What follows belongs to an exercise in optimizing a design on an open flow for small area, a short achievable clock period and few clock cycles per item; a production flow would make more cautious choices. Only simulation tests tie the RTL to the original design; equivalence was not proved. The clock port is modelled as an ideal driver, which makes a skipped or thinned clock tree look cheaper than it is; a real chip needs a root buffer or a tree.

==> flow/design.v (excerpt) <==
module uac_rx (
    input  wire        clk,
    input  wire        rst,           
    input  wire        in_valid,
    output wire        in_ready,
    input  wire [15:0] in_sample,     
    output reg         frame_done,
    output wire        det,
    output reg         ev_valid,
    output wire [11:0] ev_word
);
    localparam [1:0] EXPECT_ONE  = 2'd0;
    localparam [1:0] EXPECT_ZERO = 2'd1;
    localparam [1:0] LOCKED      = 2'd2;
    localparam [1:0] FAILED      = 2'd3;
    reg         rdy;
    reg  [15:3] xr;           
    reg         vr;           
    reg  [9:0]  idx;          
    reg         clr;          
    reg         rr;           
    assign in_ready = rdy;
    wire take = in_valid & rdy;
    reg  [22:0] s1, s2;
    reg  [1:0]  phase;
    reg         lk, lkn;
    wire fs1;
    wire fc2;
    assign fs1 = 1'b0 ^ xr[4] ^ s2[0];
    assign fc2 = (1'b0 & xr[4]) | (s2[0] & (1'b0 ^ xr[4]));
    wire fs3;
    wire fc4;
    assign fs3 = 1'b0 ^ s1[0] ^ xr[5];
    assign fc4 = (1'b0 & s1[0]) | (xr[5] & (1'b0 ^ s1[0]));
    wire fs5;
    wire fc6;
    assign fs5 = s2[1] ^ (lk ? ~s1[2] : ~s1[3]) ^ (lkn ? ~s1[5] : ~s1[11]);
    assign fc6 = (s2[1] & (lk ? ~s1[2] : ~s1[3])) | ((lkn ? ~s1[5] : ~s1[11]) & (s2[1] ^ (lk ? ~s1[2] : ~s1[3])));
    wire fs7;
    wire fc8;
    assign fs7 = s1[1] ^ xr[6] ^ s2[2];
    assign fc8 = (s1[1] & xr[6]) | (s2[2] & (s1[1] ^ xr[6]));
    wire fs9;
    wire fc10;
    assign fs9 = (lk ? ~s1[3] : ~s1[4]) ^ (lkn ? ~s1[6] : ~s1[12]) ^ (lk ? s1[8] : s1[11]);
    assign fc10 = ((lk ? ~s1[3] : ~s1[4]) & (lkn ? ~s1[6] : ~s1[12])) | ((lk ? s1[8] : s1[11]) & ((lk ? ~s1[3] : ~s1[4]) ^ (lkn ? ~s1[6] : ~s1[12])));
    wire fs11;
    wire fc12;
  ...
clock: 24.0 ns
lec_check: 0
cap_margin: 20
core_margin: 2
core_utilization: 55
slew_margin: 20
standard.sh (not shown) runs the stock make flow with config.mk's settings and CLKGATE_MAP_FILE= SYNTH_SCRIPT=/design/flow/synth_recipe.tcl, a recipe that flattens the netlist after the stock synthesis.
==> flow/flow/run.sh <==
#!/bin/bash
set -euo pipefail
export SYNTH_ARGS="-noabc"
export BUFFER_PORTS_ARGS="-buffer_cell sky130_fd_sc_hd__buf_2"
export PRE_CTS_TCL="$PWD/flow/man_cts.tcl"
export SETUP_SLACK_MARGIN=18.4
bash standard.sh > standard.log 2>&1
Other scripts of this flow, unchanged in this note and not shown: flow/flow/man_cts.tcl
The starting point finished clean.
Testbench counts at the start, summed over its fixed seeds: cycles 2,465,950, frames 2,400.
Change:
--- a/flow/flow/run.sh
+++ b/flow/flow/run.sh
@@ -1,3 +1,14 @@
 #!/bin/bash
+# The standard layout (standard.sh) with four changes to how it is made;
+# the design, constraints and clock period are unchanged:
+#  - synthesis skips Yosys's early generic ABC pass (SYNTH_ARGS=-noabc), so the
+#    generated full-adder tree keeps its structure; registers are unchanged;
+#  - port buffers are buf_2 cells instead of the default (a slow delay buffer);
+#  - the clock tree is built by flow/man_cts.tcl (run as the CTS step's PRE
+#    hook): the clock port drives four clkbuf_8, one per compact quarter of
+#    the flip-flops, each driving two clkbuf_16 leaves, instead of TritonCTS's
+#    tree;
+#  - timing repair aims for 18.4 ns of setup slack instead of 0.
+# Every tool's output is in standard.log and in orfs/logs.
 set -euo pipefail
 export SYNTH_ARGS="-noabc"
The changed run passed the timing, DRC and antenna checks.
First-iteration DRC count stays the same.
Wire length is unchanged.
Design area does not change.
Change:
==> flow/flow/run.sh (replaced) <==
#!/bin/bash
set -euo pipefail
export SYNTH_ARGS="-noabc"
export BUFFER_PORTS_ARGS="-buffer_cell sky130_fd_sc_hd__buf_2"
export PRE_CTS_TCL="$PWD/flow/man_cts.tcl"
export SETUP_SLACK_MARGIN=18.4
bash standard.sh > standard.log 2>&1
- ABC_AREA: default -> 1
=> Wire length goes up by roughly a tenth; setup slack barely changes; synthesized cell count goes up by about a fifth.
Change:
==> flow/flow/run.sh (replaced) <==
#!/bin/bash
# The standard layout (standard.sh) with four changes to how it is made;
# the design, constraints and clock period are unchanged:
#  - synthesis skips Yosys's early generic ABC pass (SYNTH_ARGS=-noabc), so the
#    generated full-adder tree keeps its structure; registers are unchanged;
#  - port buffers are buf_2 cells instead of the default (a slow delay buffer);
#  - the clock tree is built by flow/man_cts.tcl (run as the CTS step's PRE
#    hook): the clock port drives four clkbuf_8, one per compact quarter of
#    the flip-flops, each driving two clkbuf_16 leaves, instead of TritonCTS's
#    tree;
#  - timing repair aims for 18.3 ns of setup slack instead of 0.
# Every tool's output is in standard.log and in orfs/logs.
set -euo pipefail
export SYNTH_ARGS="-noabc"
export BUFFER_PORTS_ARGS="-buffer_cell sky130_fd_sc_hd__buf_2"
export PRE_CTS_TCL="$PWD/flow/man_cts.tcl"
export SETUP_SLACK_MARGIN=18.3
bash standard.sh > standard.log 2>&1
- ABC_AREA: 1 -> default
What happened: The changed run completed with no timing, DRC or antenna violations. Synthesized cell count went down by about 15%. Worst setup slack degrades by 0.063 ns. Cell area increases by 0.37%. Worst hold slack got worse by 0.0075 ns. Wire length is lower by about 11%.
Change:
==> flow/flow/run.sh (replaced) <==
#!/bin/bash
set -euo pipefail
export SYNTH_ARGS="-noabc"
export BUFFER_PORTS_ARGS="-buffer_cell sky130_fd_sc_hd__buf_2"
export PRE_CTS_TCL="$PWD/flow/man_cts.tcl"
export SETUP_SLACK_MARGIN=18.4
bash standard.sh > standard.log 2>&1
- PLACE_DENSITY: default -> 0.8
Result:
- die area does not change
- cell area stays flat
- via count climbs by 3.7%
- synthesized area does not change
- cell count barely changes
Change:
==> flow/flow/run.sh (replaced) <==
#!/bin/bash
# The standard layout (standard.sh) with four changes to how it is made;
# the design, constraints and clock period are unchanged:
#  - synthesis skips Yosys's early generic ABC pass (SYNTH_ARGS=-noabc), so the
#    generated full-adder tree keeps its structure; registers are unchanged;
#  - port buffers are buf_2 cells instead of the default (a slow delay buffer);
#  - the clock tree is built by flow/man_cts.tcl (run as the CTS step's PRE
#    hook): the clock port drives four clkbuf_8, one per compact quarter of
#    the flip-flops, each driving two clkbuf_16 leaves, instead of TritonCTS's
#    tree;
#  - timing repair aims for 18.5 ns of setup slack instead of 0.
# Every tool's output is in standard.log and in orfs/logs.
set -euo pipefail
export SYNTH_ARGS="-noabc"
export BUFFER_PORTS_ARGS="-buffer_cell sky130_fd_sc_hd__buf_2"
export PRE_CTS_TCL="$PWD/flow/man_cts.tcl"
export SETUP_SLACK_MARGIN=18.5
bash standard.sh > standard.log 2>&1
- PLACE_DENSITY: 0.8 -> default
Outcome:
- cell count climbs slightly
- setup slack gets better by 0.033 ns
- via count drops by a few percent
- wire length climbs by a few percent
- area after synthesis stays the same
- register-to-register slack gets better by 0.16 ns
- design area climbs by a few percent
In every run of this note, the design's own scripts or RTL, not TritonCTS, make the clock network.

what the ideal ports hide:
No port has a modelled driver above. Below, the same layouts with a new extraction and two added sets of constraints.
Step 1 assumes that a clkbuf_16 drives the clock port and a buf_2 every other input.
Step 2 moves the port delays by t, midway between the first and last clock arrival at a register: inputs arrive t later, outputs are due t later. That takes back most of the time a late clock gives input paths.
Slacks: no drivers / after step 1 / after step 2; pairs: no drivers / after step 1.
| run | t, ns | slack for setup (ns) | hold slack, ns | worst setup path after step 2 | latest minus earliest clock arrival (ns) |
|---|---|---|---|---|---|
| the first run | 0.368 | 18.427 / 18.349 / 18.251 | 0.453 / 0.453 / 0.453 | input to register | 0.049 / 0.049 |
| the second run | 0.368 | 18.427 / 18.349 / 18.251 | 0.453 / 0.453 / 0.453 | input to register | 0.049 / 0.049 |
| the third run | 0.356 | 18.429 / 18.358 / 18.369 | 0.466 / 0.466 / 0.466 | input to register | 0.030 / 0.029 |
| the fourth run | 0.365 | 18.366 / 18.287 / 18.299 | 0.459 / 0.459 / 0.459 | input to register | 0.035 / 0.034 |
| the fifth run | 0.352 | 18.428 / 18.354 / 18.266 | 0.449 / 0.449 / 0.449 | input to register | 0.028 / 0.028 |
| the sixth run | 0.354 | 18.461 / 18.393 / 18.311 | 0.462 / 0.462 / 0.462 | input to register | 0.031 / 0.031 |
After both steps setup and hold are still met in every run listed.
